Background: an optimization exercise with open tools, aiming at small area, a short achievable clock period and few clock cycles. Do not read the settings as production practice. In this exercise RTL edits were held to simulation tests only and were not proved equivalent to the original. No activity file was given, so power comes from the tool's default toggle rates.

Setup of build 77:
==> flow/design.v (excerpt) <==
module ckf (
    input  wire         clk,
    input  wire         rst,
    input  wire         cmd_valid,
    output wire         cmd_ready,
    input  wire [31:0]  cmd_word,
    input  wire [7:0]   cmd_len,
    input  wire         din_valid,
    output wire         din_ready,
    input  wire [7:0]   din_data,
    output wire         done,
    output wire [7:0]   lrc,
    output wire [15:0]  crc,
    output wire [15:0]  crcout,
    output wire [15:0]  status,
    output wire [31:0]  frm,
    output wire [5:0]   out_len,
    output wire [303:0] out_data,
    output wire [5:0]   rx_len,
    output wire [255:0] rx_data
);
Size: about 3000 cells after synthesis, ~770 flip-flops, about 720 I/O pins, about 34000 µm² of cells after synthesis.
clock: 8.0 ns
lec_check: 0
cap_margin: 20
core_margin: 2
core_utilization: 40
cts_cluster_diameter: 150
cts_cluster_size: 20
setup_slack_margin: 5
slew_margin: 20
standard.sh (not shown) runs the stock make flow with config.mk's settings and CLKGATE_MAP_FILE= SYNTH_SCRIPT=/design/flow/synth_recipe.tcl, a recipe that flattens the netlist after the stock synthesis.
==> flow/flow/run.sh <==
#!/bin/bash
# Layout flow: the standard flow (standard.sh), unchanged synthesis, with
# the port buffers made of sky130_fd_sc_hd__buf_1 cells (buffer_ports
# -buffer_cell) instead of the cell buffer_ports picks by default.
# Each step's output goes to a log file of its own in this folder, and ORFS
# keeps its per-step logs under orfs/logs.
set -uo pipefail
bash standard.sh synth > synth.log 2>&1 || { echo "synth failed"; exit 1; }
bash standard.sh "BUFFER_PORTS_ARGS=-buffer_cell sky130_fd_sc_hd__buf_1" finish > layout.log 2>&1 || { echo "layout failed"; tail -30 layout.log; exit 1; }
echo "flow done"
Testbench counts of build 77, summed over its fixed seeds: cycles 49,920.
Modified inputs, build 10 compared to build 77
Settings: changing CORE_UTILIZATION from 40 to 55.
==> flow/run.sh (new file) <==
#!/bin/bash
# synth_recipe.tcl (not shown) runs the flow's synth.tcl, then flattens the netlist and writes it again
# the make line also repeats each setting of config.mk as NAME=value (left out here)
make -C /OpenROAD-flow-scripts/flow DESIGN_CONFIG=/design/flow/config.mk WORK_HOME=/design/flow/orfs CLKGATE_MAP_FILE= SYNTH_SCRIPT=/design/flow/synth_recipe.tcl finish
removed: flow/flow/run.sh
removed: flow/standard.sh
## What came out
Shortest clock period the worst path allows after layout delta (build 10 -> build 77): insignificant. Build 10 against build 77: layout-stage area growth over the synthesis result went up 14 points, cell area higher. Build 77 → build 10: number of clock buffers in the layout increased by about 12% relative to the old numbers, critical path arrival saw a decrease, achievable clock frequency roughly the same, die area saw a decrease, cell count after placement fell by 355. Summary: maximum resistive drop on vdd, build 10 worse than build 77. ~same worst setup slack in build 10 and build 77.
Setup changes, build 10 to build 49
==> flow/flow/run.sh (new file) <==
#!/bin/bash
# Layout flow: the standard flow (standard.sh), unchanged synthesis, with
# the port buffers made of sky130_fd_sc_hd__buf_1 cells (buffer_ports
# -buffer_cell) instead of the cell buffer_ports picks by default.
# Each step's output goes to a log file of its own in this folder, and ORFS
# keeps its per-step logs under orfs/logs.
set -uo pipefail
bash standard.sh synth > synth.log 2>&1 || { echo "synth failed"; exit 1; }
bash standard.sh "BUFFER_PORTS_ARGS=-buffer_cell sky130_fd_sc_hd__buf_1" finish > layout.log 2>&1 || { echo "layout failed"; tail -30 layout.log; exit 1; }
echo "flow done"
==> flow/standard.sh (new file) <==
#!/bin/bash
# synth_recipe.tcl (not shown) runs the flow's synth.tcl, then flattens the netlist and writes it again
# the make line also repeats each setting of config.mk as NAME=value (left out here)
make -C /OpenROAD-flow-scripts/flow DESIGN_CONFIG=/design/flow/config.mk WORK_HOME=/design/flow/orfs CLKGATE_MAP_FILE= SYNTH_SCRIPT=/design/flow/synth_recipe.tcl "${@:-finish}"
removed: flow/run.sh
Build 49 has completed all stages; timing, DRC and antenna checks passed.
Diff build 10 -> build 49: internal power summed over all cells essentially unchanged, final non-filler cell area decreased 5200 µm².
Wire: build 49 routes less than build 10
Delta (build 49 minus build 10): number of placed instances with taps included held; power went down by about 0.47%; combinational power share shows a reduction of 0.3 points; total number of vias down 1411.
Across both runs, count of inserted antenna diode cells was higher for build 49 than for build 10.
Min final net count across build 10 and build 49: build 49

[what the ideal ports hide]
Ports are ideal in the flow. The routed layouts listed here were re-timed in OpenROAD.
Step 1: set_driving_cell puts a clkbuf_16 on clk and a buf_2 on each other input, an assumption about the parent block.
Step 2, shift: input delay + t, output delay - t, t = (earliest + latest rising clock arrival at the registers) / 2. This alone moves slack from input paths to output paths.
Slacks: ideal ports / drivers / drivers and shift; pairs: ideal ports / drivers.
run | t (ns) | setup WS [ns] | hold WS [ns] | worst setup path after step 2 | slew at the worst register clock pin (ns)
build 77 | 0.678 | 4.965 / 4.941 / 4.336 | 0.454 / 0.454 / 0.454 | input to register | 0.10 / 0.10
build 10 | 0.686 | 4.967 / 4.900 / 4.311 | 0.456 / 0.456 / 0.456 | input to register | 0.10 / 0.10
build 49 | 0.684 | 4.961 / 4.891 / 4.401 | 0.456 / 0.456 / 0.456 | input to register | 0.10 / 0.10
After both steps every run listed still meets setup and hold. The setup slack of build 10, which loses most, moves by -0.067 ns with the drivers and by -0.656 ns with both steps.
